From an optimization exercise on the open Yosys and OpenROAD flow, aimed at a short achievable clock period and few clock cycles; shortcuts taken in it are not production practice. Function was checked by simulation only, so behaviour that the tests miss may differ from the original. Power figures rest on the tool's default switching activity, not on a simulated workload.

## flow/flow/run.sh

```bash
#!/bin/bash
set -euo pipefail
export BUFFER_PORTS_ARGS="-buffer_cell sky130_fd_sc_hd__buf_4"
bash standard.sh > standard_flow.log 2>&1
```

## flow/standard.sh

```bash
#!/bin/bash
# synth_recipe.tcl (not shown) runs the flow's synth.tcl, then flattens the netlist and writes it again
# the make line also repeats each setting of config.mk as NAME=value (left out here)
make -C /OpenROAD-flow-scripts/flow DESIGN_CONFIG=/design/flow/config.mk WORK_HOME=/design/flow/orfs CLKGATE_MAP_FILE= SYNTH_SCRIPT=/design/flow/synth_recipe.tcl "${@:-finish}"
```

## flow/config.mk

```make
export PLATFORM = sky130hd
export DESIGN_NAME = uc1609_framer
export DESIGN_NICKNAME = uc1609_framer
export VERILOG_FILES = /design/flow/design.v
export SDC_FILE = /design/flow/constraint.sdc
export NUM_CORES = 4
export LEC_CHECK = 0
export CAP_MARGIN = 20
export CORE_MARGIN = 2
export CORE_UTILIZATION = 65
export CTS_CLUSTER_DIAMETER = 300
export CTS_CLUSTER_SIZE = 30
export SLEW_MARGIN = 20
```

## flow/constraint.sdc

```tcl
create_clock -name core_clock -period 12.0 [get_ports {clk}]
set_input_delay 2.4000 -clock core_clock [delete_from_list [all_inputs] [get_ports {clk}]]
set_output_delay 2.4000 -clock core_clock [all_outputs]
set_load 0.01 [all_outputs]
```

## flow/design.v

```verilog
module uc1609_framer (
    input  wire        clk,
    input  wire        rst,           
    input  wire        req_valid,
    input  wire [31:0] req_word,
    output wire        req_ready,
    output reg         sts_valid,
    output reg  [1:0]  sts_kind,      
    output reg  [3:0]  sts_code,      
    output wire [3:0]  fault_code,
    output wire [31:0] fault_req,
    output reg         fm_re,
    output reg  [16:0] fm_addr,
    input  wire [7:0]  fm_rdata,
    input  wire [16:0] fm_size,
    output reg         ev_valid,
    output reg  [2:0]  ev_type,
    output reg  [7:0]  ev_data,
    input  wire        ev_ready
);
    localparam [2:0] EV_TXN_BEGIN = 3'd0, EV_TXN_END = 3'd1,
                     EV_CS_ASSERT = 3'd2, EV_CS_DEASSERT = 3'd3,
                     EV_CD_COMMAND = 3'd4, EV_CD_DATA = 3'd5,
                     EV_BYTE = 3'd6, EV_RESET_PULSE = 3'd7;
    localparam [1:0] ST_DONE = 2'd0, ST_FAULT = 2'd1, ST_REJECTED = 2'd2;
    localparam [3:0] F_ILLEGAL_OP = 4'd1, F_RESERVED = 4'd2, F_VALUE_RANGE = 4'd3,
                     F_OVERLAP = 4'd4, F_ADDR_RANGE = 4'd5, F_NO_FONT = 4'd6,
                     F_FONT_OOB = 4'd7, F_GLYPH_WIDTH = 4'd8, F_CURSOR_OVF = 4'd9;
    localparam [7:0] OP_SENDCMD = 8'h01, OP_SETCUR = 8'h02, OP_CONTRAST = 8'h03,
                     OP_SCROLL = 8'h04, OP_ROTATE = 8'h05, OP_INVERT = 8'h06,
                     OP_ALLON = 8'h07, OP_DISPEN = 8'h08, OP_SYSRST = 8'h09,
                     OP_HWRST = 8'h0A, OP_INIT = 8'h0B, OP_PWRDN = 8'h0C,
                     OP_CLEAR = 8'h0D, OP_SETFONT = 8'h0E, OP_SETSCALE = 8'h0F,
                     OP_SETAA = 8'h10, OP_PUTC = 8'h11, OP_PUTCAT = 8'h12;
    localparam [7:0] VBIAS_DEFAULT = 8'h49;
    localparam [1:0] T_NONE = 2'd0, T_PF = 2'd1, T_SLOW = 2'd2, T_FONT = 2'd3;
    function [15:0] stretch;
        input [7:0] b;
        integer i;
        begin
            stretch = 16'd0;
            for (i = 0; i < 8; i = i + 1) begin
                stretch[2*i]   = b[i];
                stretch[2*i+1] = b[i];
            end
        end
    endfunction
    function [191:0] build_buf;
        input [39:0] g;
        input        aa;
        reg [15:0] c   [0:11];
        reg [15:0] add [0:11];
        reg [7:0]  s;
        reg [3:0]  wl, wr;
        integer x, o;
        begin
            for (x = 0; x < 12; x = x + 1) begin
                s = (x < 2) ? 8'h00 : g[8*(x/2-1) +: 8];
                c[x] = stretch(s);
                add[x] = 16'd0;
            end
            if (aa) begin
                for (x = 1; x <= 10; x = x + 1) begin
                    for (o = 0; o <= 10; o = o + 2) begin
                        wl = c[x][o +: 4];
                        wr = c[x+1][o +: 4];
                        if (wl == 4'b1100 && wr == 4'b0011) begin
                            add[x][o+1]   = 1'b1;
                            add[x+1][o+2] = 1'b1;
                        end else if (wl == 4'b0011 && wr == 4'b1100) begin
                            add[x][o+2]   = 1'b1;
                            add[x+1][o+1] = 1'b1;
                        end
                    end
                end
            end
            for (x = 0; x < 12; x = x + 1) begin
                build_buf[8*x +: 8]      = c[x][7:0]  | add[x][7:0];
                build_buf[8*(x+12) +: 8] = c[x][15:8] | add[x][15:8];
            end
        end
    endfunction
    function [23:0] cursor_bytes;
        input [7:0] c;
        input [2:0] p;
        begin
            cursor_bytes = {5'b10110, p, 4'h1, c[7:4], 4'h0, c[3:0]};
        end
    endfunction
    localparam integer X_IDLE = 0, X_PULSE = 1, X_TB = 2, X_CSA = 3, X_FR = 4,
                       X_RUN = 5, X_SR = 6, X_SW1 = 7, X_SW2 = 8, X_SP = 9,
                       X_CSD = 10, X_TE = 11, X_STS = 12;
    localparam integer Y_CMDS = 0, Y_CLR = 1, Y_REPOS = 2, Y_GTOP = 3;
    reg rst_q;
    always @(posedge clk) rst_q <= rst;
    reg        wv_q;
    reg        rdy_q;
    reg        busy_q;         
    reg [31:0] w_q;
    assign req_ready = rdy_q;
    wire acc = req_valid && !busy_q;
    reg [15:0] col_q;
    reg [2:0]  row_q;
    reg        scale2_q;
    reg        aa_q;
    reg        font_valid_q;
    reg [15:0] fontbase_q;
    reg [7:0]  fw_q;
    reg [7:0]  ffirst_q;
    reg [7:0]  flast_q;
    reg [7:0]  contrast_q;
    reg [7:0]  orient_q;
    reg [3:0]  df_q;           
    reg [31:0] dfr_q;          
    reg [9:0]  adv_q;          
    reg [17:0] bf3_q;          
    reg [16:0] b4_q;           
    reg [16:0] lim_q;          
    reg        lim_neg_q;      
    reg        fw_nz_q;        
    reg        fw_gt5_q;       
    reg [16:0] fm_size_q;
    reg [16:0] fsm3_q;         
    reg        jv;
    reg        j_ev;           
    reg [1:0]  j_kind;
    reg [3:0]  j_code;
    reg        j_pulse, j_txn, j_cmds, j_clr, j_repos, j_glyph, j_bot, j_s2, j_aa;
    reg        j_init;
    reg [7:0]  j_c0, j_c1;     
    reg [3:0]  j_ncmd;
    reg        j_n1;           
    reg [7:0]  j_rc;
    reg [2:0]  j_rr;
    reg [7:0]  j_gc;
    reg [2:0]  j_gr, j_gr1;
    reg [16:0] j_gaddr;
    reg [2:0]  j_nds;
    reg        j_nds1;
    reg [7:0]  j_nslow;
    reg        j_nslow1;
    reg        d_idle, d_s1, d_s2, d_s3, d_s4, d_s5, d_s6;
    reg [31:0] dw;
    reg        dw_font;        
    wire [7:0] op = dw[31:24];
    wire [7:0] fa = dw[23:16];
    wire [7:0] fb = dw[15:8];
    wire [7:0] fc = dw[7:0];
    reg        s1_rej;
    reg [3:0]  s1_f;
    reg        s1_char, s1_setcur, s1_contrast, s1_rotate, s1_clear, s1_setfont,
               s1_setscale, s1_setaa, s1_cmds, s1_init, s1_pwrdn, s1_hwrst;
    reg        s1_sc1, s1_sc2;
    reg [7:0]  s1_cmdb;
    reg [15:0] s1_ecol;
    reg [2:0]  s1_erow;
    reg        s1_cr, s1_lf, s1_tab, s1_bs, s1_prt;
    reg [7:0]  s1_gidx;
    reg        s1_gw;
    reg        s1_hdr_oob;
    reg [9:0]  s2_pp0, s2_pp1, s2_pp2, s2_pp3;
    reg [16:0] s2_tab;
    reg [16:0] s2_bsd;         
    reg [15:0] s2_colp;        
    reg [3:0]  s2_nl;
    reg        s2_ecol_ge;
    reg [3:0]  s2_f;
    reg [11:0] s3_q0, s3_q1;
    reg [3:0]  s3_f;
    reg        s3_tab_lt, s3_bs_lt;
    reg [15:0] s3_bs;
    reg [15:0] s4_goff;
    reg [3:0]  s4_f;
    reg        s4_ev, s4_pulse, s4_txn, s4_cmds, s4_clr, s4_repos, s4_glyph, s4_bot;
    reg [7:0]  s4_rc, s4_gc;
    reg [2:0]  s4_rr, s4_gr, s4_gr1;
    reg        s4_init;
    reg [7:0]  s4_c0, s4_c1;
    reg [3:0]  s4_ncmd;
    reg        s4_n1;
    reg [15:0] s4_col;
    reg [2:0]  s4_row;
    reg        s4_crwe;
    reg [16:0] s5_gaddr;
    reg        s5_ok, s5_fs;
    reg        s5_crwe, s5_contrast, s5_rotate, s5_font, s5_scale, s5_aa;   
    reg [1:0]  s5_kind;
    reg [3:0]  s5_code;
    reg [1:0]  fr_iss, fr_got;
    reg        fr_done;
    reg [7:0]  h_fw, h_ff, h_fl;
    reg [12:0] es;
    reg [4:0]  seg;            
    reg [2:0]  ph;
    reg [3:0]  fn;
    reg        fl;             
    reg [23:0] cq;             
    reg [3:0]  ci;             
    reg        e_init;
    reg [7:0]  e_c0, e_c1;
    reg [7:0]  fbr;            
    reg [7:0]  rcnt;
    reg        rl;             
    reg [2:0]  page;
    reg        e_txn, e_cmds, e_clr, e_repos, e_glyph, e_bot, e_s2, e_aa;
    reg [1:0]  e_kind;
    reg [3:0]  e_code;
    reg [7:0]  e_rc, e_gc;
    reg [2:0]  e_rr, e_gr, e_gr1;
    reg [2:0]  e_nds;
    reg        e_nds1;
    reg [7:0]  e_nslow;
    reg        e_nl1;          
    reg [7:0]  nb;
    reg [23:0] dsel;
    reg [39:0] gb;
    reg        pf_act;
    reg [2:0]  pf_iss, pf_got;
    reg        pf_bld;
    reg [16:0] pf_addr;
    reg [7:0]  sb;
    reg [1:0]  tag0_q, tag1_q;
    reg        o_last;
    reg        o_empty;        
    reg        s_v, s_ev, s_last;
    reg [2:0]  s_t;
    reg [7:0]  s_d;
    reg [1:0]  s_k;
    reg [3:0]  s_c;
    reg [3:0]  fo_code;
    reg [31:0] fo_req;
    reg        fv;             
    reg [2:0]  ev_sh_t;        
    reg [7:0]  ev_sh_d;        
    assign fault_code = fo_code;
    assign fault_req  = fo_req;
    wire go = !s_v;
    wire p_has = es[X_PULSE] | es[X_TB] | es[X_CSA] | es[X_FR] | es[X_RUN] |
                 es[X_SP] | es[X_CSD] | es[X_TE] | es[X_STS];
    wire p_ev   = !es[X_STS];
    reg  p_last;               
    reg [2:0] p_t;
    reg [7:0] p_d;
    always @(*) begin
        p_t = EV_BYTE;
        if (es[X_PULSE])            p_t = EV_RESET_PULSE;
        if (es[X_TB])               p_t = EV_TXN_BEGIN;
        if (es[X_CSA])              p_t = EV_CS_ASSERT;
        if (es[X_FR] && ph[0])      p_t = EV_CD_COMMAND;
        if (es[X_FR] && ph[2])      p_t = EV_CD_DATA;
        if (es[X_CSD])              p_t = EV_CS_DEASSERT;
        if (es[X_TE])               p_t = EV_TXN_END;
        p_d = ({8{es[X_FR] & ph[1]}}            & fbr) |
              ({8{es[X_RUN] & !seg[Y_CLR]}}     & nb) |
              ({8{es[X_SP]}}                    & sb);
    end
    wire p_push = p_has && go;
    wire [191:0] gbb = e_s2 ? build_buf(gb, e_aa) : {144'd0, gb, 8'h00};
    reg  [7:0]   gnext;
    integer gk;
    always @(*) begin
        gnext = 8'h00;
        for (gk = 0; gk < 24; gk = gk + 1)
            gnext = gnext | ({8{dsel[gk]}} & gbb[8*gk +: 8]);
    end
    wire e_free = es[X_IDLE] || (go && p_last);
    wire e_load = jv && e_free;
    wire e_slow_rd = es[X_SR];
    wire d_font_rd = !d_idle && dw_font && (fr_iss != 2'd3);
    wire d_rd_ok   = !pf_act && !e_slow_rd && d_font_rd;
    wire [16:0] font_rd_addr = {1'b0, fa, fb} + {15'd0, fr_iss != 2'd0, fr_iss == 2'd2};
    reg [31:0] mask;
    always @(*) begin
        case (op)
            OP_SENDCMD, OP_SETCUR, OP_SETFONT:             mask = 32'hFF0000FF;
            OP_CONTRAST, OP_SCROLL, OP_ROTATE, OP_INVERT,
            OP_ALLON, OP_DISPEN, OP_SETSCALE, OP_SETAA,
            OP_PUTC:                                       mask = 32'hFF00FFFF;
            OP_PUTCAT:                                     mask = 32'hFF000000;
            default:                                       mask = 32'hFFFFFFFF;
        endcase
    end
    wire op_legal     = (op != 8'h00) && (op <= 8'h12);
    wire reserved_bad = ((dw & mask) != {op, 24'h000000});
    wire is_putcat    = (op == OP_PUTCAT);
    wire is_char      = (op == OP_PUTC) || is_putcat;
    wire c_cr  = (fa == 8'h0D);
    wire c_lf  = (fa == 8'h0A);
    wire c_tab = (fa == 8'h09);
    wire c_bs  = (fa == 8'h08);
    wire c_prt = !c_cr && !c_lf && !c_tab && !c_bs &&
                 (fa >= ffirst_q) && (fa <= flast_q);
    reg [3:0] f1;
    always @(*) begin
        f1 = 4'd0;
        if (!op_legal)
            f1 = F_ILLEGAL_OP;
        else if (reserved_bad)
            f1 = F_RESERVED;
        else begin
            case (op)
                OP_SENDCMD:  if ((fa & fb) != 8'h00) f1 = F_OVERLAP;
                OP_SETCUR:   if (fa >= 8'd192 || fb >= 8'd8) f1 = F_ADDR_RANGE;
                OP_SCROLL:   if (fa >= 8'd64) f1 = F_VALUE_RANGE;
                OP_ROTATE:   if ((fa & 8'hF9) != 8'h00) f1 = F_VALUE_RANGE;
                OP_INVERT, OP_ALLON, OP_DISPEN, OP_SETAA:
                             if (fa > 8'd1) f1 = F_VALUE_RANGE;
                OP_PUTCAT:   if (fb >= 8'd192 || fc >= 8'd8) f1 = F_ADDR_RANGE;
                default: ;
            endcase
            if (f1 == 4'd0 && is_char && !font_valid_q)
                f1 = F_NO_FONT;
        end
    end
    reg [7:0] cmdb;
    always @(*) begin
        case (op)
            OP_SENDCMD:  cmdb = fa | fb;
            OP_SCROLL:   cmdb = 8'h40 | fa;
            OP_ROTATE:   cmdb = 8'hC0 | fa;
            OP_INVERT:   cmdb = 8'hA6 | fa;
            OP_ALLON:    cmdb = 8'hA4 | fa;
            OP_DISPEN:   cmdb = 8'hAE | fa;
            OP_SYSRST:   cmdb = 8'hE2;
            default:     cmdb = 8'hAE;         
        endcase
    end
    reg        jb_ev, jb_pulse, jb_txn, jb_cmds, jb_clr, jb_repos, jb_glyph, jb_bot;
    reg [7:0]  jb_rc, jb_gc;
    reg [2:0]  jb_rr, jb_gr;
    reg [15:0] jb_col;
    reg [2:0]  jb_row;
    reg        jb_crwe;
    always @(*) begin
        jb_ev    = 1'b0;
        jb_pulse = 1'b0;
        jb_txn   = 1'b0;
        jb_cmds  = 1'b0;
        jb_clr   = 1'b0;
        jb_repos = 1'b0;
        jb_glyph = 1'b0;
        jb_bot   = 1'b0;
        jb_rc    = 8'd0;
        jb_rr    = 3'd0;
        jb_gc    = 8'd0;
        jb_gr    = 3'd0;
        jb_col   = s1_ecol;
        jb_row   = s1_erow;
        jb_crwe  = 1'b0;
        if (s1_cmds) begin
            jb_ev    = 1'b1;
            jb_txn   = 1'b1;
            jb_cmds  = 1'b1;
            jb_pulse = s1_init || s1_pwrdn;
        end
        if (s1_hwrst) begin
            jb_ev    = 1'b1;
            jb_pulse = 1'b1;
        end
        if (s1_setcur) begin
            jb_col   = {8'h00, fa};
            jb_row   = fb[2:0];
            jb_crwe  = 1'b1;
            jb_rc    = fa;
            jb_rr    = fb[2:0];
            jb_ev    = 1'b1;
            jb_txn   = 1'b1;
            jb_repos = 1'b1;
        end
        if (s1_clear) begin
            jb_col  = 16'd0;
            jb_row  = 3'd0;
            jb_crwe = 1'b1;
            jb_ev   = 1'b1;
            jb_txn  = 1'b1;
            jb_clr  = 1'b1;
        end
        if (s1_char) begin
            jb_crwe = 1'b1;
            if (s1_cr) begin
                jb_col = 16'd0;
            end else if (s1_lf) begin
                if (s2_nl[3]) begin
                    jb_col   = 16'd0;
                    jb_row   = 3'd0;
                    jb_clr   = 1'b1;
                    jb_repos = 1'b1;
                    jb_ev    = 1'b1;
                    jb_txn   = 1'b1;
                end else begin
                    jb_row = s2_nl[2:0];
                    jb_rc  = s1_ecol[7:0];
                    jb_rr  = s2_nl[2:0];
                    if (!s2_ecol_ge) begin
                        jb_repos = 1'b1;
                        jb_ev    = 1'b1;
                        jb_txn   = 1'b1;
                    end
                end
            end else if (s1_tab) begin
                jb_col = s2_tab[15:0];
                jb_rc  = s2_tab[7:0];
                jb_rr  = s1_erow;
                if (s3_tab_lt) begin
                    jb_repos = 1'b1;
                    jb_ev    = 1'b1;
                    jb_txn   = 1'b1;
                end
            end else if (s1_bs) begin
                jb_col = s3_bs;
                jb_rc  = s3_bs[7:0];
                jb_rr  = s1_erow;
                if (s3_bs_lt) begin
                    jb_repos = 1'b1;
                    jb_ev    = 1'b1;
                    jb_txn   = 1'b1;
                end
            end else if (s1_prt) begin
                jb_glyph = 1'b1;
                jb_ev    = 1'b1;
                jb_txn   = 1'b1;
                if (s2_ecol_ge) begin
                    jb_repos = 1'b1;
                    jb_col   = {6'd0, adv_q};
                    if (s2_nl[3]) begin
                        jb_clr = 1'b1;
                        jb_row = 3'd0;
                        jb_bot = 1'b1;
                    end else begin
                        jb_row = s2_nl[2:0];
                        jb_rr  = s2_nl[2:0];
                        jb_gr  = s2_nl[2:0];
                        jb_bot = (s2_nl[2:0] != 3'd7);
                    end
                end else begin
                    jb_gc  = s1_ecol[7:0];
                    jb_gr  = s1_erow;
                    jb_bot = (s1_erow != 3'd7);
                    jb_col = s2_colp;
                end
            end
        end
    end
    wire       g_oob = fw_nz_q && (lim_neg_q || {1'b0, s4_goff} >= lim_q);
    wire [3:0] f5    = (s4_f == 4'd0 && s1_char && s1_prt && g_oob) ? F_FONT_OOB : s4_f;
    wire font_ok  = !dw_font || fr_done;
    wire jdat_en  = !jv || e_free;
    wire d_commit = d_s6 && jdat_en && font_ok;
    wire d_take   = wv_q && (d_idle || d_commit);
    function [7:0] cmd_byte;
        input [3:0] idx;
        input       init;
        input [7:0] c0, c1;
        begin
            if (init) begin
                case (idx)
                    4'd0:    cmd_byte = 8'h27;
                    4'd1:    cmd_byte = 8'h8A;
                    4'd2:    cmd_byte = 8'hA1;
                    4'd3:    cmd_byte = 8'hEB;
                    4'd4:    cmd_byte = 8'h2F;
                    4'd5:    cmd_byte = 8'h81;
                    4'd6:    cmd_byte = c0;
                    4'd7:    cmd_byte = 8'hAF;
                    default: cmd_byte = c1;
                endcase
            end else begin
                cmd_byte = (idx == 4'd0) ? c0 : c1;
            end
        end
    endfunction
    function [34:0] next_seg;
        input [1:0]  lvl;
        input        cmds, clr, repos, glyph;
        input [3:0]  n;
        input        n1;
        input [23:0] q;
        input [7:0]  rc;
        input [2:0]  rr;
        input [7:0]  gc;
        input [2:0]  gr;
        begin
            if (lvl == 2'd0 && cmds)
                next_seg = {1'b0, 5'b00001, n, n1, q};
            else if (lvl <= 2'd1 && clr)
                next_seg = {1'b0, 5'b00010, 4'd3, 1'b0, cursor_bytes(8'd0, 3'd0)};
            else if (lvl <= 2'd2 && repos)
                next_seg = {1'b0, 5'b00100, 4'd3, 1'b0, cursor_bytes(rc, rr)};
            else if (glyph)
                next_seg = {1'b0, 5'b01000, 4'd3, 1'b0, cursor_bytes(gc, gr)};
            else
                next_seg = {1'b1, 5'b00001, 4'd3, 1'b0, q};
        end
    endfunction
    reg [12:0] es_n;
    reg [4:0]  seg_n;
    reg [2:0]  ph_n;
    reg [3:0]  fn_n;
    reg        fl_n;
    reg [23:0] cq_n;
    reg [3:0]  ci_n;
    reg [7:0]  rcnt_n;
    reg        rl_n;
    reg [2:0]  page_n;
    reg [7:0]  nslow_n;
    reg        nl1_n;
    reg [34:0] nx;
    always @(*) begin
        es_n    = es;
        seg_n   = seg;
        ph_n    = ph;
        fn_n    = fn;
        fl_n    = fl;
        cq_n    = cq;
        ci_n    = ci;
        rcnt_n  = rcnt;
        rl_n    = rl;
        page_n  = page;
        nslow_n = e_nslow;
        nl1_n   = e_nl1;
        nx      = 35'd0;
        if (p_push) begin
            es_n = 13'd0;
            if (es[X_PULSE]) begin
                es_n[X_TB]   = e_txn;
                es_n[X_IDLE] = !e_txn;
            end
            if (es[X_TB])  es_n[X_CSA] = 1'b1;
            if (es[X_CSA]) begin
                nx = next_seg(2'd0, e_cmds, e_clr, e_repos, e_glyph, fn, fl, cq, e_rc, e_rr, e_gc, e_gr);
                es_n[X_CSD] = nx[34];
                es_n[X_FR]  = !nx[34];
                seg_n  = nx[33:29];
                fn_n   = nx[28:25];
                fl_n   = nx[24];
                cq_n   = nx[23:0];
                ph_n   = 3'b001;
                page_n = 3'd0;
            end
            if (es[X_FR]) begin
                es_n[X_FR] = 1'b1;
                ph_n = {ph[1:0], ph[2]};
                if (ph[2]) begin
                    cq_n = {8'h00, cq[23:8]};
                    ci_n = ci + 4'd1;
                    fn_n = fn - 4'd1;
                    fl_n = (fn == 4'd2);
                    if (fl) begin
                        if (seg[Y_CMDS] || seg[Y_REPOS]) begin
                            if (seg[Y_CMDS])
                                nx = next_seg(2'd1, e_cmds, e_clr, e_repos, e_glyph, fn, fl, cq, e_rc, e_rr, e_gc, e_gr);
                            else
                                nx = next_seg(2'd3, e_cmds, e_clr, e_repos, e_glyph, fn, fl, cq, e_rc, e_rr, e_gc, e_gr);
                            es_n[X_FR]  = !nx[34];
                            es_n[X_CSD] = nx[34];
                            seg_n = nx[33:29];
                            fn_n  = nx[28:25];
                            fl_n  = nx[24];
                            cq_n  = nx[23:0];
                        end else begin
                            es_n[X_FR]  = 1'b0;
                            es_n[X_RUN] = 1'b1;
                            if (seg[Y_CLR]) begin
                                rcnt_n = 8'd192;
                                rl_n   = 1'b0;
                            end else if (seg[Y_GTOP] && !e_s2) begin
                                rcnt_n = {5'd0, e_nds};
                                rl_n   = e_nds1;
                            end else begin
                                rcnt_n = 8'd12;
                                rl_n   = 1'b0;
                            end
                        end
                    end
                end
            end
            if (es[X_RUN]) begin
                es_n[X_RUN] = 1'b1;
                rcnt_n = rcnt - 8'd1;
                rl_n   = (rcnt == 8'd2);
                if (rl) begin
                    es_n[X_RUN] = 1'b0;
                    if (seg[Y_CLR]) begin
                        if (page != 3'd7) begin
                            page_n = page + 3'd1;
                            cq_n   = cursor_bytes(8'd0, page + 3'd1);
                            fn_n   = 4'd3;
                            fl_n   = 1'b0;
                            es_n[X_FR] = 1'b1;
                        end else begin
                            nx = next_seg(2'd2, e_cmds, e_clr, e_repos, e_glyph, fn, fl, cq, e_rc, e_rr, e_gc, e_gr);
                            es_n[X_FR]  = !nx[34];
                            es_n[X_CSD] = nx[34];
                            seg_n = nx[33:29];
                            fn_n  = nx[28:25];
                            fl_n  = nx[24];
                            cq_n  = nx[23:0];
                        end
                    end else if (seg[Y_GTOP] && e_s2 && e_bot) begin
                        seg_n = 5'b10000;
                        cq_n  = cursor_bytes(e_gc, e_gr1);
                        fn_n  = 4'd3;
                        fl_n  = 1'b0;
                        es_n[X_FR] = 1'b1;
                    end else if (seg[Y_GTOP] && !e_s2 && e_nslow != 8'd0) begin
                        es_n[X_SR] = 1'b1;
                    end else begin
                        es_n[X_CSD] = 1'b1;
                    end
                end
            end
            if (es[X_SP]) begin
                nslow_n = e_nslow - 8'd1;
                nl1_n   = (e_nslow == 8'd2);
                es_n[X_CSD] = e_nl1;
                es_n[X_SR]  = !e_nl1;
            end
            if (es[X_CSD]) es_n[X_TE] = 1'b1;
            if (es[X_TE] || es[X_STS]) es_n[X_IDLE] = 1'b1;
        end
        if (es[X_SR])  es_n = 13'd1 << X_SW1;
        if (es[X_SW1]) es_n = 13'd1 << X_SW2;
        if (es[X_SW2]) es_n = 13'd1 << X_SP;
        if (e_load) begin
            es_n = 13'd0;
            es_n[X_STS]   = !j_ev;
            es_n[X_PULSE] = j_ev && j_pulse;
            es_n[X_TB]    = j_ev && !j_pulse;
            ci_n    = 4'd0;
            fn_n    = j_ncmd;
            fl_n    = j_n1;
            nslow_n = j_nslow;
            nl1_n   = j_nslow1;
        end
    end
    wire       src_v    = s_v || p_push;
    wire       src_ev   = s_v ? s_ev   : p_ev;
    wire       src_last = s_v ? s_last : p_last;
    wire [2:0] src_t    = s_v ? s_t    : p_t;
    wire [7:0] src_d    = s_v ? s_d    : p_d;
    wire [1:0] src_k    = s_v ? s_k    : e_kind;
    wire [3:0] src_c    = s_v ? s_c    : e_code;
    wire ev_take = src_v && src_ev && (o_empty ? 1'b1 : (ev_ready && !o_last));
    wire st_take = src_v && !src_ev && o_empty;
    wire take    = ev_take || st_take;
    wire o_bub   = !o_empty && ev_ready && o_last;
    wire fv_n    = !rst_q && (fv || (st_take && src_k == ST_FAULT));
    always @(posedge clk) begin
        if (rst) begin
            rdy_q  <= 1'b0;
            busy_q <= 1'b1;
        end else if (rst_q) begin
            rdy_q  <= 1'b1;
            busy_q <= 1'b0;
        end else if (acc) begin
            rdy_q  <= 1'b0;
            busy_q <= 1'b1;
        end else if (d_take) begin
            rdy_q  <= 1'b1;
            busy_q <= 1'b0;
        end else begin
            rdy_q  <= !busy_q;
        end
        if (rst_q) begin
            wv_q         <= 1'b0;
            col_q        <= 16'd0;
            row_q        <= 3'd0;
            scale2_q     <= 1'b0;
            aa_q         <= 1'b0;
            font_valid_q <= 1'b0;
            contrast_q   <= VBIAS_DEFAULT;
            orient_q     <= 8'h00;
            df_q         <= 4'd0;
            jv           <= 1'b0;
            d_idle <= 1'b1; d_s1 <= 1'b0; d_s2 <= 1'b0; d_s3 <= 1'b0;
            d_s4 <= 1'b0; d_s5 <= 1'b0; d_s6 <= 1'b0;
            fr_iss       <= 2'd3;
            fr_got       <= 2'd3;
            fr_done      <= 1'b0;
            es           <= 13'd1;
            p_last       <= 1'b0;
            pf_act       <= 1'b0;
            pf_bld       <= 1'b0;
            fm_re        <= 1'b0;
            tag0_q       <= T_NONE;
            tag1_q       <= T_NONE;
            ev_valid     <= 1'b0;
            o_empty      <= 1'b1;
            s_v          <= 1'b0;
            sts_valid    <= 1'b0;
            fv           <= 1'b0;
        end else begin
            if (acc)
                wv_q <= 1'b1;
            else if (d_take)
                wv_q <= 1'b0;
            fm_re  <= pf_act || e_slow_rd || d_rd_ok;
            tag0_q <= pf_act ? T_PF : e_slow_rd ? T_SLOW : d_rd_ok ? T_FONT : T_NONE;
            tag1_q <= tag0_q;
            if (d_rd_ok)
                fr_iss <= fr_iss + 2'd1;
            if (tag1_q == T_FONT) begin
                fr_got <= fr_got + 2'd1;
                if (fr_got == 2'd2)
                    fr_done <= 1'b1;
            end
            if (d_take) begin
                fr_iss  <= 2'd0;
                fr_got  <= 2'd0;
                fr_done <= 1'b0;
            end
            d_s2 <= d_s1;
            d_s3 <= d_s2;
            d_s4 <= d_s3;
            d_s5 <= d_s4;
            if (d_s5) d_s6 <= 1'b1;
            if (d_commit) begin
                d_s6   <= 1'b0;
                d_idle <= 1'b1;
            end
            d_s1 <= d_take;
            if (d_take) d_idle <= 1'b0;
            if (d_commit)
                jv <= 1'b1;
            else if (e_load)
                jv <= 1'b0;
            if (d_commit) begin
                if (s5_fs)
                    df_q <= s5_code;
                if (s5_crwe) begin
                    col_q <= s4_col;
                    row_q <= s4_row;
                end
                if (s5_contrast) contrast_q   <= fa;
                if (s5_rotate)   orient_q     <= fa;
                if (s5_font)     font_valid_q <= 1'b1;
                if (s5_scale)    scale2_q     <= s1_sc2;
                if (s5_aa)       aa_q         <= fa[0];
            end
            es <= es_n;
            if (e_load)
                p_last <= !j_ev || (j_pulse && !j_txn);
            else
                p_last <= es_n[X_TE] || es_n[X_STS] || (es_n[X_PULSE] && !e_txn);
            if (e_load && j_glyph)
                pf_act <= 1'b1;
            else if (pf_act && pf_iss == 3'd4)
                pf_act <= 1'b0;
            pf_bld <= (tag1_q == T_PF) && (pf_got == 3'd4);
            sts_valid <= o_bub || st_take;
            ev_valid  <= ev_take || (!o_empty && !ev_ready);
            o_empty   <= !(ev_take || (!o_empty && !ev_ready));
            if (s_v)
                s_v <= !take;
            else
                s_v <= p_push && !take;
            if (st_take && src_k == ST_FAULT)
                fv <= 1'b1;
        end
    end
    always @(posedge clk) begin
        fm_size_q <= fm_size;
        fsm3_q    <= fm_size_q - 17'd3;
        adv_q     <= scale2_q ? ({1'b0, fw_q, 1'b0} + 10'd2) : ({2'b00, fw_q} + 10'd1);
        bf3_q     <= {2'b00, fontbase_q} + {10'd0, fw_q} + 18'd3;
        b4_q      <= {1'b0, fontbase_q} + 17'd4;
        lim_q     <= fm_size_q - bf3_q[16:0];
        lim_neg_q <= (bf3_q >= {1'b0, fm_size_q});
        fw_nz_q   <= (fw_q != 8'd0);
        fw_gt5_q  <= (fw_q > 8'd5);
        if (acc)
            w_q <= req_word;
        if (d_take) begin
            dw      <= w_q;
            dw_font <= (w_q[31:24] == OP_SETFONT);
        end
        s1_rej      <= (df_q != 4'd0);
        s1_f        <= f1;
        s1_char     <= is_char;
        s1_setcur   <= (op == OP_SETCUR);
        s1_contrast <= (op == OP_CONTRAST);
        s1_rotate   <= (op == OP_ROTATE);
        s1_clear    <= (op == OP_CLEAR);
        s1_setfont  <= (op == OP_SETFONT);
        s1_setscale <= (op == OP_SETSCALE);
        s1_setaa    <= (op == OP_SETAA);
        s1_cmds     <= (op == OP_SENDCMD) || (op == OP_CONTRAST) || (op == OP_SCROLL) ||
                       (op == OP_ROTATE) || (op == OP_INVERT) || (op == OP_ALLON) ||
                       (op == OP_DISPEN) || (op == OP_SYSRST) || (op == OP_INIT) ||
                       (op == OP_PWRDN);
        s1_init     <= (op == OP_INIT);
        s1_pwrdn    <= (op == OP_PWRDN);
        s1_hwrst    <= (op == OP_HWRST);
        s1_sc1      <= (fa == 8'd1);
        s1_sc2      <= (fa == 8'd2);
        s1_cmdb     <= cmdb;
        s1_ecol     <= is_putcat ? {8'h00, fb} : col_q;
        s1_erow     <= is_putcat ? fc[2:0] : row_q;
        s1_cr       <= c_cr;
        s1_lf       <= c_lf;
        s1_tab      <= c_tab;
        s1_bs       <= c_bs;
        s1_prt      <= c_prt;
        s1_gidx     <= fa - ffirst_q;
        s1_gw       <= scale2_q && (fw_q != 8'd5);
        s1_hdr_oob  <= ({1'b0, fa, fb} >= fsm3_q);
        s2_pp0     <= {2'b00, s1_gidx} * {8'd0, fw_q[1:0]};
        s2_pp1     <= {2'b00, s1_gidx} * {8'd0, fw_q[3:2]};
        s2_pp2     <= {2'b00, s1_gidx} * {8'd0, fw_q[5:4]};
        s2_pp3     <= {2'b00, s1_gidx} * {8'd0, fw_q[7:6]};
        s2_tab     <= {1'b0, s1_ecol} + {5'b0, adv_q, 2'b00};
        s2_bsd     <= {1'b0, s1_ecol} - {7'b0, adv_q};
        s2_colp    <= s1_ecol + {6'b0, adv_q};
        s2_nl      <= {1'b0, s1_erow} + (scale2_q ? 4'd2 : 4'd1);
        s2_ecol_ge <= (s1_ecol >= 16'd192);
        s2_f       <= (s1_f != 4'd0) ? s1_f :
                      (s1_setfont && s1_hdr_oob) ? F_FONT_OOB :
                      (s1_char && s1_prt && s1_gw) ? F_GLYPH_WIDTH : 4'd0;
        s3_q0      <= {2'b00, s2_pp0} + {s2_pp1, 2'b00};
        s3_q1      <= {2'b00, s2_pp2} + {s2_pp3, 2'b00};
        s3_tab_lt  <= (s2_tab[15:0] < 16'd192);
        s3_bs      <= s2_bsd[16] ? 16'd0 : s2_bsd[15:0];
        s3_bs_lt   <= s2_bsd[16] || (s2_bsd[15:0] < 16'd192);
        s3_f       <= (s2_f == 4'd0 && s1_char && s1_tab && s2_tab[16]) ? F_CURSOR_OVF : s2_f;
        s4_goff  <= {4'b0000, s3_q0} + {s3_q1, 4'b0000};
        s4_f     <= s3_f;
        s4_ev    <= jb_ev;
        s4_pulse <= jb_pulse;
        s4_txn   <= jb_txn;
        s4_cmds  <= jb_cmds;
        s4_clr   <= jb_clr;
        s4_repos <= jb_repos;
        s4_glyph <= jb_glyph;
        s4_bot   <= jb_bot;
        s4_rc    <= jb_rc;
        s4_rr    <= jb_rr;
        s4_gc    <= jb_gc;
        s4_gr    <= jb_gr;
        s4_gr1   <= jb_gr + 3'd1;
        s4_col   <= jb_col;
        s4_row   <= jb_row;
        s4_crwe  <= jb_crwe;
        s4_init  <= s1_init;
        s4_c0    <= s1_init ? contrast_q : s1_contrast ? 8'h81 : s1_cmdb;
        s4_c1    <= s1_init ? (8'hC0 | orient_q) : fa;
        s4_ncmd  <= s1_init ? 4'd9 : s1_contrast ? 4'd2 : 4'd1;
        s4_n1    <= !s1_init && !s1_contrast;
        s5_gaddr <= {1'b0, s4_goff} + b4_q;
        s5_ok    <= !s1_rej && (f5 == 4'd0);
        s5_fs    <= !s1_rej && (f5 != 4'd0);
        s5_crwe     <= !s1_rej && (f5 == 4'd0) && s4_crwe;
        s5_contrast <= !s1_rej && (f5 == 4'd0) && s1_contrast;
        s5_rotate   <= !s1_rej && (f5 == 4'd0) && s1_rotate;
        s5_font     <= !s1_rej && (f5 == 4'd0) && s1_setfont;
        s5_scale    <= !s1_rej && (f5 == 4'd0) && s1_setscale && (s1_sc1 || s1_sc2);
        s5_aa       <= !s1_rej && (f5 == 4'd0) && s1_setaa;
        s5_kind  <= s1_rej ? ST_REJECTED : (f5 != 4'd0) ? ST_FAULT : ST_DONE;
        s5_code  <= s1_rej ? 4'd0 : f5;
        if (tag1_q == T_FONT) begin
            case (fr_got)
                2'd0:    h_fw <= fm_rdata;
                2'd1:    h_ff <= fm_rdata;
                default: h_fl <= fm_rdata;
            endcase
        end
        if (d_commit) begin
            if (s5_fs)
                dfr_q <= dw;
            if (s5_font) begin
                fontbase_q <= {fa, fb};
                fw_q       <= h_fw;
                ffirst_q   <= h_ff;
                flast_q    <= h_fl;
            end
        end
        if (jdat_en) begin
            j_ev     <= s5_ok && s4_ev;
            j_kind   <= s5_kind;
            j_code   <= s5_code;
            j_pulse  <= s4_pulse;
            j_txn    <= s4_txn;
            j_cmds   <= s4_cmds;
            j_clr    <= s4_clr;
            j_repos  <= s4_repos;
            j_glyph  <= s5_ok && s4_glyph;
            j_bot    <= s4_bot;
            j_s2     <= scale2_q;
            j_aa     <= aa_q;
            j_init   <= s4_init;
            j_c0     <= s4_c0;
            j_c1     <= s4_c1;
            j_ncmd   <= s4_ncmd;
            j_n1     <= s4_n1;
            j_rc     <= s4_rc;
            j_rr     <= s4_rr;
            j_gc     <= s4_gc;
            j_gr     <= s4_gr;
            j_gr1    <= s4_gr1;
            j_gaddr  <= s5_gaddr;
            j_nds    <= fw_gt5_q ? 3'd6 : fw_q[2:0] + 3'd1;
            j_nds1   <= !fw_nz_q;
            j_nslow  <= fw_gt5_q ? fw_q - 8'd5 : 8'd0;
            j_nslow1 <= (fw_q == 8'd6);
        end
        if (e_free) begin
            e_txn   <= j_txn;
            e_cmds  <= j_cmds;
            e_clr   <= j_clr;
            e_repos <= j_repos;
            e_glyph <= j_glyph;
            e_bot   <= j_bot;
            e_s2    <= j_s2;
            e_aa    <= j_aa;
            e_kind  <= j_kind;
            e_code  <= j_code;
            e_rc    <= j_rc;
            e_rr    <= j_rr;
            e_gc    <= j_gc;
            e_gr    <= j_gr;
            e_gr1   <= j_gr1;
            e_nds   <= j_nds;
            e_nds1  <= j_nds1;
            e_init  <= j_init;
            e_c0    <= j_c0;
            e_c1    <= j_c1;
        end
        seg     <= seg_n;
        ph      <= ph_n;
        fn      <= fn_n;
        fl      <= fl_n;
        cq      <= cq_n;
        ci      <= ci_n;
        fbr     <= seg[Y_CMDS] ? cmd_byte(ci, e_init, e_c0, e_c1) : cq[7:0];
        rcnt    <= rcnt_n;
        rl      <= rl_n;
        page    <= page_n;
        e_nslow <= nslow_n;
        e_nl1   <= nl1_n;
        if (e_load && j_glyph) begin
            pf_iss  <= 3'd0;
            pf_got  <= 3'd0;
            pf_addr <= j_gaddr;
        end else begin
            if (pf_act) begin
                pf_iss  <= pf_iss + 3'd1;
                pf_addr <= pf_addr + 17'd1;
            end
            if (e_slow_rd)
                pf_addr <= pf_addr + 17'd1;
            if (tag1_q == T_PF)
                pf_got <= pf_got + 3'd1;
        end
        fm_addr <= (pf_act || e_slow_rd) ? pf_addr : font_rd_addr;
        if (tag1_q == T_PF)
            gb <= {fm_rdata, gb[39:8]};
        if (tag1_q == T_SLOW)
            sb <= fm_rdata;
        if (pf_bld) begin
            nb   <= gbb[7:0];
            dsel <= 24'd2;
        end else if (es[X_RUN] && !seg[Y_CLR] && go) begin
            nb   <= gnext;
            dsel <= {dsel[22:0], 1'b0};
        end
        if (ev_take) begin
            ev_sh_t <= ~src_t;
            ev_sh_d <= ~src_d;
            o_last  <= src_last;
        end
        ev_type <= ev_take ? src_t : ~ev_sh_t;
        ev_data <= ev_take ? src_d : ~ev_sh_d;
        if (p_push) begin
            s_ev   <= p_ev;
            s_last <= p_last;
            s_t    <= p_t;
            s_d    <= p_d;
            s_k    <= e_kind;
            s_c    <= e_code;
        end
        sts_kind <= st_take ? src_k : ST_DONE;
        sts_code <= st_take ? src_c : 4'd0;
        fo_code  <= fv_n ? df_q  : 4'd0;
        fo_req   <= fv_n ? dfr_q : 32'd0;
    end
endmodule
```

==> run notes, run 1 <==
- Routed Antenna Nets: 0
- Crit path time final: 3.51 ns
- P&R area growth vs syn: 6.29%
- Hold path endpoint: s4_f[2]
- Post CTS Setup Buffer Count: 0
- 1st-iter DRT viols: between 3000 and 4000
- Part of the cycle the worst path needs: 0.292
- Primary FF master, synth: dfxtp_1
- Dominant cell type by area after synthesis: edfxtp_1
- PortBufs: 134
- Slew headroom: 0.213
- Layout Cells excl Fill: 5539
- RSZ-0062 raised after global routing: false
- Top cells by area, synth: edfxtp_1 (30%), dfxtp_1 (26%), ha_1 (6.1%)
- CTS tree: done
- Sequential area share after synthesis: 0.558
- Antenna cells: 0
- Pre-antenna DRT Iters: 6
- Max stage delay on crit path: approximately 0.35 ns
- Clock root buffer: clkbuf_16
- Worst-Skew Late Latency: roughly 0.64 ns
- CP delay by family, top: flip-flops
- CP Capture Type: output port
- Io pins: 135
- Path depth of the worst reg2reg path: 10
- Final net count: 4859
- CTS Buffer Depth: 3
- Clock share of power: 0.284
- DRC Markers: 0
- Post-CTS sizing: 0
- Post-CTS Hold Buffers: 0
- Die Wd: 276 um
- Switching pwr: 1410 uW
- Mapped Area: 47900 um^2
- Min-Delay Path Class: register to register
- Max Cap Violations: 0
- FF/Latch Area: 26700 um^2
- CP Cell Sequence: buf_4
- Peak Freq: 285 MHz
- Status: timing/DRC/antenna clean
- Internal cell power: 4860 uW
- Worst vdd rail ir drop: 0.000139 V
- H-tree levels: 2
- Skew final: 0.0281 ns
- CTS buffer count: 42
- Final setup vio count: 0
- Core ar.: 73000 um^2
- Reg-to-Reg Start: p_last
- Sequential power share: 0.649
- Aggregate routed wire length: between 100000 and 150000 um
- PD cells: 123 nW/um^2
- Hold_sp: s3_f[2]
- Asr flop ratio synth: 0
- Hold Path Depth: 0
- Filler cell count: 5536
- Max stage delay cell, worst path: dfxtp_1
- Required @ worst endpoint: 9.60 ns
- Kind of start point of the critical path: register
- Multi-input logic area: just under 20000 um^2
- Combinational share of power: 0.067
- Setup_tns: 0 ns
- Post-DR vias/cell: 6.13
- Post-Place Cell Area: slightly below 50000 um^2
- Crit Path Category: register to output port
- Leakage: 0.0201 uW
- Post-Syn Instances: about 4500
- Die footprint: 75900 um^2
- Via count: 34000
- Largest net degree at the start of global routing: between 70 and 80
- GPL Wtd Cong: about 0.94
- Final Cell Area: 50900 um^2
- Clock-pin slew on the worst setup and hold paths: between 0.1 and 0.15 ns
- Chip height: 276 um
- Yosys top cell area share: 0.297
- Arrival @ worst endpoint: ~1.1 ns
- Final hold violations: 0
- Synth Area per Inst: 10.6 um^2
- R2R setup slack: 8.57 ns
- Synth Register Bits: 1098
- Worst Max-Slew Pin Slew: roughly 1.2 ns
- Synth cell types: 89
- CTS sink cnt: 1098
- Number of synthesized flops with an enable pin: 474
- CP max FO: 1
- Synth Warn #: 3
- Share of layout cells above drive strength 1: 0.0688
- Dpl hpwl: 85900 um
- Post-Place Cells: around 5500
- GRT Util Overall: 0.314
- Overflow after GRT: 0
- Mapped Nets: 4848
- Vias in the first global route: 31400
- Placement Rows: 99
- Hold WS: approximately 0.33 ns
- Pins over their slew limit: 0
- First-pass GRT wire length: about 180000 um
- Wirelength per Cell: approximately 22 um
- Crit path buf inv count: 1
- Initial antenna violation count: 5
- Sw frac: 0.225
- Initial Util: 0.657
-- cell type report --
cell class | instances | area share
tap | 959 | 0.0236
timing repair buffer | 178 | 0.0267
clock inverter | 4 | 0.000983
inverter | 284 | 0.0209
sequential | 1098 | 0.525
clock buffer | 71 | 0.0228
multi-input combinational | 2945 | 0.380
-- synth_stat cells, drive strengths merged (14+ instances only) --
cell type,count
a22oi,38
xor2,51
nor4,25
edfxtp,474
mux2i,70
and2,125
nor2,323
mux2,43
a41oi,15
nor3,88
nor3b,17
inv,283
buf,14
a221oi,26
o211ai,43
nand3,105
a21o,47
clkbuf,197
nor2b,86
dfxtp,624
a21boi,22
xnor2,146
nand2b,70
or2,21
a22o,20
or3,26
o41ai,16
o21ai,273
nand4,40
a31oi,20
nand2,403
o21a,27
a21oi,261
and3,32
a211oi,24
ha,233
a41o,14
fa,16
-- stage by stage --
| step | power [uW] | setup WS, ns | util |
|---|---|---|---|
| 5_1_grt | 6490 | 8.33 | 0.698 |
| 4_1_cts | 6290 | 8.46 | 0.698 |
| 3_3_place_gp | 4550 | 8.20 | 0.681 |
| 3_5_place_dp | 4560 | 8.14 | 0.681 |
| 6_report | 6260 | 8.49 | 0.698 |
| 2_1_floorplan | 4410 | 7.66 | - |
-- worst max-delay path by stage --
| stage | depth (start not counted) | slack, ns | start | end |
|---|---|---|---|---|
| floorplan | 1 | 7.66 | req_valid | w_q[0] |
| global placement | 5 | 8.20 | req_valid | busy_q |
| detailed placement | 2 | 8.14 | req_valid | w_q[19] |
| CTS | 1 | 8.46 | ev_data[5] | ev_data[5] |
| global route | 12 | 8.33 | fw_q[0] | bf3_q[13] |
| finish | 1 | 8.49 | ev_data[5] | ev_data[5] |
-- cell usage in the layout (no fill, tap or decap), types with 40 or more instances in the layout --
| cell | count |
|---|---|
| a21o_1 | 47 |
| nor3_1 | 87 |
| nand3_1 | 104 |
| nor2b_1 | 84 |
| a21oi_1 | 261 |
| inv_1 | 281 |
| nand2b_1 | 69 |
| clkbuf_16 | 42 |
| mux2i_1 | 70 |
| o211ai_1 | 43 |
| edfxtp_1 | 474 |
| xor2_1 | 51 |
| xnor2_1 | 146 |
| mux2_2 | 43 |
| and2_1 | 123 |
| ha_1 | 233 |
| dfxtp_1 | 623 |
| nand4_1 | 40 |
| nor2_1 | 320 |
| buf_4 | 176 |
| nand2_1 | 402 |
| o21ai_0 | 270 |
-- power groups by stage --
stage,clock network [uW],logic [uW],registers (uW)
after floorplan,0,301,4110
after global placement,0,402,4150
after detailed placement,0,411,4150
after CTS,1810,415,4060
after global routing,1940,472,4080
final,1780,418,4060
-- cell families (layout without fill, tap and decap cells) --
group,count (synthesis),in the layout,share of synthesized area
AND/OR/NAND/NOR,1402,1402,0.143
buffers and inverters,495,537,0.0390
flip-flops,1098,1098,0.558
multiplexers,113,113,0.0247
adder cells (fa/ha/maj),249,249,0.0675
AO/OA/AOI/OAI,984,984,0.132
XOR/XNOR,197,197,0.0360
-- metal layers --
metal  GRT usage  share of wire  vias up
li1            -              -    16100
met3      0.0410          0.084      215
met5           0              0        -
met2       0.472           0.43     1426
met1       0.475           0.45    16300
met4      0.0950          0.032        0
-- state kept, by name, indices dropped and copies added, names as in the netlist, 23 cells and up, named ones only --
name	cells
fo_req	32
dsel	23
dfr_q	32
cq	24
gb	40
w_q	32
dw	32
Testbench counts, summed over its fixed seeds: cycles 127,442.
==> run 2, diff against run 1 <==
==> flow/flow/run.sh (replaced) <==
#!/bin/bash
set -euo pipefail
export BUFFER_PORTS_ARGS="-buffer_cell sky130_fd_sc_hd__buf_8"
bash standard.sh > standard_flow.log 2>&1
--- a/flow/config.mk
+++ b/flow/config.mk
@@ -7,7 +7,7 @@
 export LEC_CHECK = 0
 export CAP_MARGIN = 20
 export CORE_MARGIN = 2
-export CORE_UTILIZATION = 65
-export CTS_CLUSTER_DIAMETER = 300
-export CTS_CLUSTER_SIZE = 30
+export CORE_UTILIZATION = 75
+export CTS_CLUSTER_DIAMETER = 200
+export CTS_CLUSTER_SIZE = 20
 export SLEW_MARGIN = 20
==> run 2 against run 1 <==
Against the previous run: area after synthesis unchanged; synthesized cell count unchanged; routed wire length increased by 5.3%; via count increased by 5.4%; critical path depth unchanged; cell count decreased by 1.4%; sequential power about the same.
==> run notes, run 2 <==
- Part of the cycle the worst path needs: 0.298
- CTS sink cnt: roughly 1100
- Core ar.: 63100 um^2
- P&R area growth vs syn: 9.22%
- Synth Warn #: 3
- Max stage delay on crit path: roughly 0.4 ns
- Internal cell power: 5150 uW
- Hold WS: 0.330 ns
- Peak Freq: 280 MHz
- Min-Delay Path Class: register to register
- Max stage delay cell, worst path: dfxtp_1
- Skew final: ~0.054 ns
- Mapped Nets: 4848
- Met1 WL: 49000 um
- Primary FF master, synth: dfxtp_1
- Arrival @ worst endpoint: 1.18 ns
- Kind of start point of the critical path: register
- Sequential area share after synthesis: 0.558
- Sequential power share: 0.611
- PortBufs: 134
- Top cells by count, synth: dfxtp_1 (624), edfxtp_1 (474), nand2_1 (403)
- Wirelength per Cell: 23.1 um
- Via count: between 30000 and 40000
- Synth cell types: 89
- DRC Markers: 0
- Switching pwr: 1520 uW
- Chip height: 257 um
- Most common cell in the netlist: dfxtp_1
- First-pass GRT wire length: between 150000 and 200000 um
- Top cells by area, synth: edfxtp_1 (30%), dfxtp_1 (26%), ha_1 (6.1%)
- Share of layout cells above drive strength 1: 0.0716
- H-tree levels: 2
- Worst Max-Slew Pin Slew: ~1.1 ns
- 1st-iter DRT viols: 5097
- Sw frac: 0.228
- CTS tree: done
- Clock share of power: 0.323
- Number of synthesized flops with an enable pin: 474
- Routed wl met2: between 50000 and 60000 um
- Aggregate routed wire length: 126000 um
- Initial antenna violation count: 5
- Fin worst setup slack: 8.42 ns
- GRT Util Overall: 0.378
- Yosys top cell area share: 0.297
- Largest net degree at the start of global routing: 71
- Max Cap Violations: 0
- Final net count: 4875
- Synth Register Bits: approximately 1100
- CTS Buffer Depth: 3
- DR top layer: met5
- CP delay by family, top: flip-flops
- Mapped Area: 47900 um^2
- Dpl hpwl: 88600 um
- Die footprint: about 66000 um^2
- Asr flop ratio synth: 0
- Clock root buffer: clkbuf_16
- Final setup vio count: 0
- Post CTS Setup Buffer Count: 0
- Design Power: 6670 uW
- Largest Register: gb
- Crit path time final: 3.58 ns
- Commonest non-fill, non-tap cells in the layout: dfxtp_1 (623), edfxtp_1 (474), nand2_1 (402)
- Setup_tns: 0 ns
- Worst vdd rail ir drop: 0.000115 V
- GPL Wtd Cong: around 1.0
- CP max FO: 1
- PD cells: between 100 and 150 nW/um^2
- Crit Path Category: register to output port
- Post-CTS sizing: 0
- Routed Antenna Nets: 0
- Pre-antenna DRT Iters: 9
- Leakage: 0.0206 uW
- Overflow after GRT: 0
- Post-DR vias/cell: 6.56
- Clock-pin slew on the worst setup and hold paths: 0.10 ns
- Max reg flops: 40
- Slew headroom: 0.266
- Met3 wire len: roughly 15000 um
- RSZ-0062 raised after global routing: false
- Pre-CTS setup slack: 8.18 ns
- Initial Util: 0.760
- CP Capture Type: output port
- Dominant cell type by area after synthesis: edfxtp_1
- Synth Area per Inst: around 11 um^2
- Combinational share of power: 0.066
- CTS buffer count: 60
- Status: timing/DRC/antenna clean
- Post-CTS Hold Buffers: 0
- Pins over their slew limit: 0
- Placement Rows: 92
- Final hold violations: 0
- Worst-Skew Late Latency: about 0.69 ns
- CP Cell Sequence: buf_8
- Crit path buf inv count: 1
- Required @ worst endpoint: 9.60 ns
- Die Wd: 257 um
- Vias in the first global route: 34500
- Commonest non-fill, non-tap cell in the layout: dfxtp_1
- Io pins: 135
- Post-Syn Instances: 4538
-- run 2: cell counts after synthesis --
No cell type changed its count.
-- run 2: stage by stage --
stage | utilization | instance area [um^2] | std cells
after CTS | 0.828 | 52300 | 5454
final | 0.830 | 52300 | 5460
after global placement | 0.801 | 50500 | 5345
after global routing | 0.830 | 52300 | 5458
after detailed placement | 0.801 | 50500 | 5345
after floorplan | - | 47900 | 4538
-- run 2: area by class of cell --
| class | instances | area [um^2] |
|---|---|---|
| Antenna cell | 2 | 5.00 |
| Clock buffer | 106 | 1680 |
| Clock inverter | 3 | 62.6 |
| Fill cell | 3562 | 10700 |
| Inverter | 284 | 1070 |
| Multi-Input combinational cell | 2945 | 19400 |
| Sequential cell | 1098 | 26700 |
| Tap cell | 846 | 1060 |
| Timing Repair Buffer | 176 | 2360 |
-- run 2: worst paths after layout --
check / depth (start not counted) / to / slack (ns) / from
hold reg to reg: 0 / s4_f[1] / 0.33 / s3_f[1]
setup reg to reg: 10 / register / 8.45 / dw_font
setup / recovery: 1 / fm_addr[14] / 8.42 / fm_addr[14]
hold / removal: 0 / s4_f[1] / 0.33 / s3_f[1]
-- run 2: cell families after synthesis --
logic type,count (synthesis),synth area share
xor+xnor,197,0.0360
flops,1098,0.558
fa+ha+maj,249,0.0675
simple gates,1402,0.143
buf+inv,495,0.0390
mux,113,0.0247
compound gates,984,0.132
-- run 2: layer usage --
layer | global-route usage | vias to the layer above
li1 | - | 16100
met2 | 0.583 | 2364
met1 | 0.520 | 16900
met4 | 0.169 | 2
met3 | 0.0799 | 419
met5 | 0 | -
-- run 2: power by group through the flow --
| stage | Sequential, uW | Combinational (uW) | Clock, uW |
|---|---|---|---|
| floorplan | 4110 | 301 | 0 |
| global placement | 4150 | 406 | 0 |
| detailed placement | 4160 | 428 | 0 |
| CTS | 4070 | 434 | 2150 |
| global route | 4080 | 489 | 2290 |
| finish | 4070 | 441 | 2160 |
==> run 3, diff against run 2 <==
--- a/flow/design.v
+++ b/flow/design.v
@@ -662,7 +662,6 @@
             rdy_q  <= !busy_q;
         end
         if (rst_q) begin
-            wv_q         <= 1'b0;
             col_q        <= 16'd0;
             row_q        <= 3'd0;
             scale2_q     <= 1'b0;
@@ -671,6 +670,21 @@
             contrast_q   <= VBIAS_DEFAULT;
             orient_q     <= 8'h00;
             df_q         <= 4'd0;
+        end else if (d_commit) begin
+            if (s5_fs)
+                df_q <= s5_code;
+            if (s5_crwe) begin
+                col_q <= s4_col;
+                row_q <= s4_row;
+            end
+            if (s5_contrast) contrast_q   <= fa;
+            if (s5_rotate)   orient_q     <= fa;
+            if (s5_font)     font_valid_q <= 1'b1;
+            if (s5_scale)    scale2_q     <= s1_sc2;
+            if (s5_aa)       aa_q         <= fa[0];
+        end
+        if (rst) begin
+            wv_q         <= 1'b0;
             jv           <= 1'b0;
             d_idle <= 1'b1; d_s1 <= 1'b0; d_s2 <= 1'b0; d_s3 <= 1'b0;
             d_s4 <= 1'b0; d_s5 <= 1'b0; d_s6 <= 1'b0;
@@ -724,19 +738,6 @@
                 jv <= 1'b1;
             else if (e_load)
                 jv <= 1'b0;
-            if (d_commit) begin
-                if (s5_fs)
-                    df_q <= s5_code;
-                if (s5_crwe) begin
-                    col_q <= s4_col;
-                    row_q <= s4_row;
-                end
-                if (s5_contrast) contrast_q   <= fa;
-                if (s5_rotate)   orient_q     <= fa;
-                if (s5_font)     font_valid_q <= 1'b1;
-                if (s5_scale)    scale2_q     <= s1_sc2;
-                if (s5_aa)       aa_q         <= fa[0];
-            end
             es <= es_n;
             if (e_load)
                 p_last <= !j_ev || (j_pulse && !j_txn);
==> flow/flow/run.sh (replaced) <==
#!/bin/bash
set -euo pipefail
export BUFFER_PORTS_ARGS="-buffer_cell sky130_fd_sc_hd__buf_4"
bash standard.sh > standard_flow.log 2>&1
--- a/flow/config.mk
+++ b/flow/config.mk
@@ -7,7 +7,7 @@
 export LEC_CHECK = 0
 export CAP_MARGIN = 20
 export CORE_MARGIN = 2
-export CORE_UTILIZATION = 75
-export CTS_CLUSTER_DIAMETER = 200
-export CTS_CLUSTER_SIZE = 20
+export CORE_UTILIZATION = 65
+export CTS_CLUSTER_DIAMETER = 300
+export CTS_CLUSTER_SIZE = 30
 export SLEW_MARGIN = 20
==> run 3 against run 2 <==
Against the previous run: hold slack gained 0.0025 ns; clock skew shrank 0.013 ns; non-clock buffer count grew 8; sequential power is essentially flat; core utilization shrank 13 points; cell count grew 0.84%; maximum frequency grew 0.30%; design area shrank 2.9%; combinational power is essentially flat; global-route usage shrank 6.6 points; routed wire length shrank 5.3%; largest cell class unchanged; largest power group unchanged; highest routed layer is now met4.
==> run notes, run 3 <==
- Sequential power share: 0.645
- Synth Register Bits: 1098
- Max reg flops: 40
- Final setup vio count: 0
- Arrival @ worst endpoint: 1.17 ns
- First-pass GRT wire length: 181000 um
- CTS sink cnt: roughly 1100
- Largest net degree at the start of global routing: 80
- RSZ-0062 raised after global routing: false
- Slew headroom: 0.300
- CP Capture Type: output port
- Chip height: around 280 um
- Kind of start point of the critical path: register
- Pre-CTS setup slack: between 8 and 9 ns
- R2R setup slack: 8.47 ns
- 1st-iter DRT viols: about 3700
- Status: timing/DRC/antenna clean
- Design Power: between 6000 and 7000 uW
- Via count: 33600
- Crit path time final: roughly 3.6 ns
- Asr flop ratio synth: 0
- Top cells by count, synth: dfxtp_1 (624), edfxtp_1 (474), nand2_1 (390)
- Primary FF master, synth: dfxtp_1
- Post CTS Setup Buffer Count: 0
- Part of the cycle the worst path needs: 0.297
- Leakage: just under 0.02 uW
- Skew final: a little over 0.04 ns
- Sequential area share after synthesis: 0.560
- Antenna cells: 0
- Max stage delay on crit path: 0.40 ns
- Commonest non-fill, non-tap cells in the layout: dfxtp_1 (623), edfxtp_1 (474), nand2_1 (389)
- Post-CTS sizing: 0
- Placement Rows: 99
- Routed Antenna Nets: 0
- Synth Area in Compound Gates: 0.127
- CP max FO: 1
- Switching pwr: 1420 uW
- Setup_tns: 0 ns
- Min-Delay Path Class: register to register
- Post-synthesis mux area share: 0.0241
- Most common cell in the netlist: dfxtp_1
- CP delay by family, top: flip-flops
- GPL Wtd Cong: between 0.9 and 1
- Number of synthesized flops with an enable pin: 474
- Clock share of power: 0.285
- Initial antenna violation count: 3
- Pre-antenna DRT Iters: 8
- Wirelength per Cell: about 22 um
- Overflow after GRT: 0
- CTS buffer count: 42
- Synth Area per Inst: ~11 um^2
- Fin util: 0.698
- Sw frac: 0.225
- P&R area growth vs syn: 6.45%
- PortBufs: 134
- Clock root buffer: clkbuf_16
- Max Cap Violations: 0
- Fin worst setup slack: 8.43 ns
- Internal cell power: 4880 uW
- Commonest non-fill, non-tap cell in the layout: dfxtp_1
- Yosys top cell area share: 0.298
- Crit Path Category: register to output port
- CP Cell Sequence: buf_4
- Fraction of the mapped netlist area in adder cells: 0.0678
- Mapped Nets: 4799
- Combinational share of power: 0.070
- CTS Buffer Depth: 3
- GRT Util Overall: 0.312
- Largest Register: gb
- Dpl hpwl: 84900 um
- CTS tree: done
- Final hold violations: 0
- Post-CTS Hold Buffers: 0
- H-tree levels: 2
- Required @ worst endpoint: 9.60 ns
- Synth Warn #: 3
- Aggregate routed wire length: approximately 120000 um
- PD cells: 124 nW/um^2
- Synth cell types: 86
- Largest family of logic cells by synthesized area: simple AND/OR/NAND/NOR gates
- DRC Markers: 0
- Clock-pin slew on the worst setup and hold paths: 0.11 ns
- Final net count: 4825
- Post-Syn Instances: about 4500
- Worst-Skew Late Latency: 0.64 ns
- Top cells by area, synth: edfxtp_1 (30%), dfxtp_1 (26%), ha_1 (6.1%)
- Crit path buf inv count: 1
- Vias in the first global route: 30600
- Share of layout cells above drive strength 1: 0.0708
- Post-Synth XOR/XNOR Area: 0.0371
- Simple-gate area share of the yosys netlist: 0.149
- Core ar.: roughly 73000 um^2
- Hold WS: 0.333 ns
- Max stage delay cell, worst path: dfxtp_1
- Initial Util: 0.656
- Mapped Area: around 48000 um^2
- Peak Freq: roughly 280 MHz
- Post-DR vias/cell: 6.11
- Pins over their slew limit: 0
- Worst vdd rail ir drop: 0.000166 V
- Die footprint: 75600 um^2
- Worst Max-Slew Pin Slew: around 1.0 ns
- Io pins: 135
- Dominant cell type by area after synthesis: edfxtp_1
- Die Wd: 275 um
run 3: path summary, 6_finish.rpt:
check | to | start | cells after the start
setup / recovery | fm_re | fm_re | 1
hold / removal | s4_goff[3] | s3_q0[3] | 0
setup reg to reg | register | s_v | 8
hold reg to reg | s4_goff[3] | s3_q0[3] | 0
run 3: layout make-up:
| cell class | instances | area [um^2] |
|---|---|---|
| flip-flops and latches | 1098 | 26700 |
| fillers | 5491 | 22000 |
| multi-input cells | 2941 | 19400 |
| repair buffers | 184 | 1390 |
| well taps | 959 | 1200 |
| clock buffers | 74 | 1190 |
| inverters | 248 | 933 |
| clock inverters | 2 | 25.0 |
run 3: worst reg2reg max path, delay by kind of cell (launching register included):
family,cells,cell delay [ns]
flops,1,0.93
buf+inv,1,0.30
fa+ha+maj,1,0.22
compound gates,2,0.84
simple gates,3,0.81
mux,1,0.36
run 3: routing by layer:
metal / vias to the layer above / routed length [um] / track usage
met2: 1482 / 51700 / 0.470
met4: 0 / 3490 / 0.0848
li1: 15900 / - / -
met5: - / 0 / 0
met1: 16000 / 54100 / 0.473
met3: 200 / 10300 / 0.0443
run 3: power by group through the flow:
stage | Clock (uW) | Sequential, uW | Combinational [uW]
global placement | 0 | 4140 | 423
finish | 1790 | 4060 | 440
detailed placement | 0 | 4150 | 434
floorplan | 0 | 4110 | 316
CTS | 1820 | 4060 | 437
global route | 1940 | 4070 | 493
run 3: cell families after synthesis:
| logic type | Yosys count |
|---|---|
| AOI/OAI and AO/OA | 940 |
| xor gates and xnor gates | 202 |
| adders and majority gates | 249 |
| buffers and inverters | 450 |
| DFF | 1098 |
| muxes | 110 |
| and+or+nand+nor | 1440 |
run 3: metrics by stage:
step,area [um^2],instances
floorplan,47700,4489
global placement,49600,5429
detailed placement,49600,5429
CTS,50800,5505
global route,50800,5506
finish,50800,5506
Testbench counts of run 3, summed over its fixed seeds: cycles 127,442.

-- port drivers added, routing unchanged --
The results above use ideal ports. As a check the final layouts listed here were re-extracted and re-timed, cells and wires unchanged. Step 1 (the two cells are an assumption about what drives the block):
set clk [get_ports {clk}]
set_driving_cell -lib_cell sky130_fd_sc_hd__clkbuf_16 $clk
set_driving_cell -lib_cell sky130_fd_sc_hd__buf_2 [delete_from_list [all_inputs] $clk]
Step 2 times the ports against the registers' clock, not the clock port: input delays grow and output delays shrink by t, the midpoint of the rising clock arrivals with the driver on. a / b / c = no drivers / after step 1 / after step 2; a / b = the first two.
run | t, ns | slack for setup (ns) | worst setup path after step 2
run 1 | 0.695 | 8.494 / 8.427 / 8.278 | input to register
run 2 | 0.732 | 8.423 / 8.353 / 8.257 | input to register
run 3 | 0.693 | 8.434 / 8.365 / 7.995 | input to register
After both steps every run listed still meets setup and hold. The setup slack of run 3, which loses most, moves by -0.069 ns with the drivers and by -0.439 ns with both steps.
